Source: an optimization exercise on an open RTL-to-GDS flow (aim: small area, a short achievable clock period and few clock cycles). Production flows keep margins and buffers that such runs may drop. The RTL was checked by simulation tests, not by an equivalence proof against the original design. No driver is modelled on the clock port, so clocking that relies on it looks cheaper here than on a real chip. Power is estimated from default activity; no workload was simulated.

==> flow/design.v (excerpt) <==
module palm_lz (
    input  wire        clk,
    input  wire        rst,
    input  wire        cmd_valid,
    input  wire        cmd_op,
    input  wire [15:0] cmd_len,
    input  wire        in_valid,
    input  wire [7:0]  in_data,
    output reg         in_ready,
    output reg         busy,
    output reg         fault,
    output reg  [7:0]  fault_code,
    output reg  [15:0] fault_pos,
    output reg  [9:0]  out_len,
    input  wire [8:0]  rd_addr,
    output wire [7:0]  rd_data
);
    localparam [7:0] F_BAD_DISTANCE = 8'h01;
    localparam [7:0] F_TRUNCATED    = 8'h02;
    localparam [7:0] F_OUT_OVERFLOW = 8'h30;
    localparam [1:0] M_CTRL  = 2'd0,    
                     M_RUN   = 2'd1,    
                     M_B2    = 2'd2,    
                     M_DRAIN = 2'd3;    
    integer i, j, k, r;
    reg         busy_r;
    reg         rdy_r;
    reg         faulted;
    reg  [15:0] remT;      
    reg  [15:0] pD;        
    reg  [7:0]  q;         
    reg         qv;        
    reg  [1:0]  mode;
    reg  [3:0]  runrem;
    reg  [7:0]  chold;     
    reg  [31:0] wr_hot;    
    reg  [15:0] wl_hot;    
    reg         bv;
    reg  [8:0]  b_src;
    reg  [8:0]  b_dst;
    reg  [3:0]  b_len;
    reg  [3:0]  b_dc;      
    reg         cv;
    reg  [31:0] c_hot;     
    reg  [15:0] c_m0;      
    reg  [15:0] c_m1;      
    reg  [63:0] c_idx;     
    reg  [127:0] lanes;    
    reg  [9:0]  olen;      
    reg  [7:0]  rd_hot;    
    reg  [63:0] rdl;       
    reg  [4095:0] mem;
    wire take = in_valid & rdy_r;
    wire        d_ctrl = qv & (mode == M_CTRL);
    wire        d_run  = qv & (mode == M_RUN);
    wire        d_b2   = qv & (mode == M_B2);
    wire        c_isrun  = (q[7:4] == 4'd0) && (q[3:0] != 4'd0) && (q[3:0] <= 4'd8);
    wire        c_islit  = !q[7] && !c_isrun;
    wire        c_isbref = (q[7:6] == 2'b10);
    wire        c_isspc  = (q[7:6] == 2'b11);
    wire        run_trunc = (remT < {12'd0, q[3:0]});
    wire [10:0] wp_run    = {1'b0, olen} + {7'd0, q[3:0]};
    wire        run_ovf   = (wp_run > 11'd512);
    wire        lit_ovf   = olen[9];                        
    wire        spc_ovf   = olen[9] | (olen[8:0] == 9'h1ff);
    wire        bref_trunc = (remT == 16'd0);
    wire [10:0] bdist  = {chold[5:0], q[7:3]};
  ...
Size: ~13000 cells after synthesis, roughly 4600 flip-flops, ~83 I/O pins, about 200000 um^2 of cells after synthesis.
Settings: LEC_CHECK=0, CAP_MARGIN=20, CELL_PAD_IN_SITES_DETAIL_PLACEMENT=1, CORE_MARGIN=2, CORE_UTILIZATION=35, CTS_CLUSTER_DIAMETER=100, CTS_CLUSTER_SIZE=22, PLACE_DENSITY=0.5, SLEW_MARGIN=20, SYNTH_MEMORY_MAX_BITS=8192; clock period 10.0 ns.
standard.sh (not shown) runs the stock make flow with config.mk's settings and CLKGATE_MAP_FILE= SYNTH_SCRIPT=/design/flow/synth_recipe.tcl, a recipe that flattens the netlist after the stock synthesis.
==> flow/flow/run.sh <==
#!/bin/bash
set -uo pipefail
export RDIR=orfs/results/${FLOW_PLATFORM}/palm_lz/base
bash standard.sh MATCH_CELL_FOOTPRINT=0 SETUP_SLACK_MARGIN=6.0 cts > make_to_cts.log 2>&1 || exit 1
if openroad -exit flow/fix.tcl > fix_cts.log 2>&1 && [[ -f $RDIR/4_cts_fixed.odb ]]; then
  mv -f $RDIR/4_cts_fixed.odb $RDIR/4_cts.odb
  touch $RDIR/4_cts.sdc
fi
bash standard.sh MATCH_CELL_FOOTPRINT=0 SETUP_SLACK_MARGIN=6.0 finish > make_finish.log 2>&1
==> flow/flow/fix.tcl <==
# Post-CTS sizing pass: on the worst paths, drivers whose output slew is large
# (weak gates on long wires, e.g. to the output ports) get a stronger version
# of the same cell; then the placement is legalised again.
set R $::env(RDIR)
set P $::env(FLOW_HOME)/platforms/sky130hd
read_lef $P/lef/sky130_fd_sc_hd.tlef
read_lef $P/lef/sky130_fd_sc_hd_merged.lef
read_liberty $P/lib/sky130_fd_sc_hd__tt_025C_1v80.lib
read_db $R/4_cts.odb
read_sdc $R/4_cts.sdc
source $P/setRC.tcl
estimate_parasitics -placement
report_worst_slack
set total 0
for {set it 0} {$it < 20} {incr it} {
  set changed 0
  foreach path [find_timing_paths -sort_by_slack -group_path_count 40 -endpoint_path_count 1] {
    foreach ref [get_property $path points] {
      set pin [get_property $ref pin]
      if {[get_property $pin direction] != "output"} continue
      set inst [get_cells -of_objects $pin]
      set cell [get_property $inst ref_name]
      if {![regexp {^(sky130_fd_sc_hd__[a-z0-9]+)_([0-9]+)$} $cell -> base drv]} continue
      if {$drv >= 4} continue
      if {[string match "*df*" $base] || [string match "*clk*" $base] || [string match "*dly*" $base]} continue
      set sl [get_property $pin slew_max]
      if {$sl < 0.3} continue
      foreach nd {4 2} {
        if {$nd <= $drv} continue
        set nc "${base}_$nd"
        if {[llength [get_lib_cells -quiet */$nc]]} {
          replace_cell $inst $nc
          puts "upsized [get_property $inst full_name] $cell -> $nc (slew $sl)"
          incr changed
          break
        }
      }
    }
  }
  incr total $changed
  if {$changed == 0} break
  estimate_parasitics -placement
}
puts "upsized $total cells"
report_worst_slack
set_placement_padding -global -left 1 -right 1
detailed_placement
check_placement -verbose
estimate_parasitics -placement
report_worst_slack
write_db $R/4_cts_fixed.odb
Testbench counts at the start, summed over its fixed seeds: cycles 22,841.
Edit:
==> flow/flow/run.sh (replaced) <==
#!/bin/bash
set -uo pipefail
export RDIR=orfs/results/${FLOW_PLATFORM}/palm_lz/base
bash standard.sh SETUP_SLACK_MARGIN=6.0 cts > make_to_cts.log 2>&1 || exit 1
if openroad -exit flow/fix.tcl > fix_cts.log 2>&1 && [[ -f $RDIR/4_cts_fixed.odb ]]; then
  mv -f $RDIR/4_cts_fixed.odb $RDIR/4_cts.odb
  touch $RDIR/4_cts.sdc
fi
bash standard.sh SETUP_SLACK_MARGIN=6.0 finish > make_finish.log 2>&1
CAP_MARGIN = 10   (was 20)
SLEW_MARGIN = 10   (was 20)
With this change the flow finished but failed the layout checks on max-capacitance violations, max-slew violations. Worst setup slack loses 0.17 ns. Via count is higher by a few percent. Sequential share of layout area drops by 0.38 points. Total power hardly moves. Global-route usage grows by 1.2 points. Non-clock buffer count grows by 114. Routed wire length rose by a few percent. Register-to-register slack loses 0.38 ns.
Edit:
CAP_MARGIN = 20   (was 10)
SLEW_MARGIN = 20   (was 10)
Result:
- The changed run produced a clean layout
- fmax hardly moves
- clock skew went down by 0.0076 ns
- power is about the same
- wire length came out lower slightly
- critical path depth falls by 10
- count of clock-buffer cells in the layout went up by 13
- first-iteration DRC count rose slightly
- global-route usage shrinks by 0.22 points
Edit:
==> flow/flow/run.sh (replaced) <==
#!/bin/bash
set -uo pipefail
export RDIR=orfs/results/${FLOW_PLATFORM}/palm_lz/base
bash standard.sh MATCH_CELL_FOOTPRINT=0 SETUP_SLACK_MARGIN=5.8 cts > make_to_cts.log 2>&1 || exit 1
if openroad -exit flow/fix.tcl > fix_cts.log 2>&1 && [[ -f $RDIR/4_cts_fixed.odb ]]; then
  mv -f $RDIR/4_cts_fixed.odb $RDIR/4_cts.odb
  touch $RDIR/4_cts.sdc
fi
bash standard.sh MATCH_CELL_FOOTPRINT=0 SETUP_SLACK_MARGIN=5.8 finish > make_finish.log 2>&1
CORE_UTILIZATION = 40   (was 35)
PLACE_DENSITY = 0.55   (was 0.5)
What happened: The new run ran to the end with violations: antenna violations, max-capacitance violations, max-slew violations. Power fell by 0.32%. Area after synthesis stays the same. Cell count goes down by 5.2%. Combinational power went down by 3.7%. Clock power barely changes. Fmax grows by 2.2%.
Edit:
==> flow/flow/run.sh (replaced) <==
#!/bin/bash
set -uo pipefail
export RDIR=orfs/results/${FLOW_PLATFORM}/palm_lz/base
bash standard.sh MATCH_CELL_FOOTPRINT=0 SETUP_SLACK_MARGIN=6.0 cts > make_to_cts.log 2>&1 || exit 1
if openroad -exit flow/fix.tcl > fix_cts.log 2>&1 && [[ -f $RDIR/4_cts_fixed.odb ]]; then
  mv -f $RDIR/4_cts_fixed.odb $RDIR/4_cts.odb
  touch $RDIR/4_cts.sdc
fi
bash standard.sh MATCH_CELL_FOOTPRINT=0 SETUP_SLACK_MARGIN=6.0 finish > make_finish.log 2>&1
CORE_UTILIZATION = 45   (was 40)
PLACE_DENSITY = 0.6   (was 0.55)
The new run finished with max-capacitance violations, max-slew violations left. Wire length rose by 1.1%. Total power came out higher by about 0.5%. Die area went down by 11%. Fmax is higher by about 1.4%.

-- re-timing with driven ports --
No port has a modelled driver above. Below, the same layouts with a new extraction and two added sets of constraints. Step 1 assumes that a clkbuf_16 drives the clock port and a buf_2 every other input. Step 2 also shifts input and output timing later by t, the mid clock arrival at the registers, as if the neighbouring blocks saw the same clock. Slacks: no drivers / after step 1 / after step 2; pairs: no drivers / after step 1.
run	t, ns	slack for setup (ns)	worst setup path after step 2
the first run	1.175	5.491 / 5.364 / 4.504	input to register
the second run	1.183	5.320 / 5.238 / 4.471	input to register
the third run	1.174	5.314 / 5.190 / 4.509	input to register
the fourth run	1.171	5.413 / 5.286 / 4.346	input to register
the fifth run	1.185	5.477 / 5.349 / 4.474	input to register
For the fourth run, which loses most, drivers alone change the setup slack by -0.127 ns; drivers and shift together by -1.067 ns.
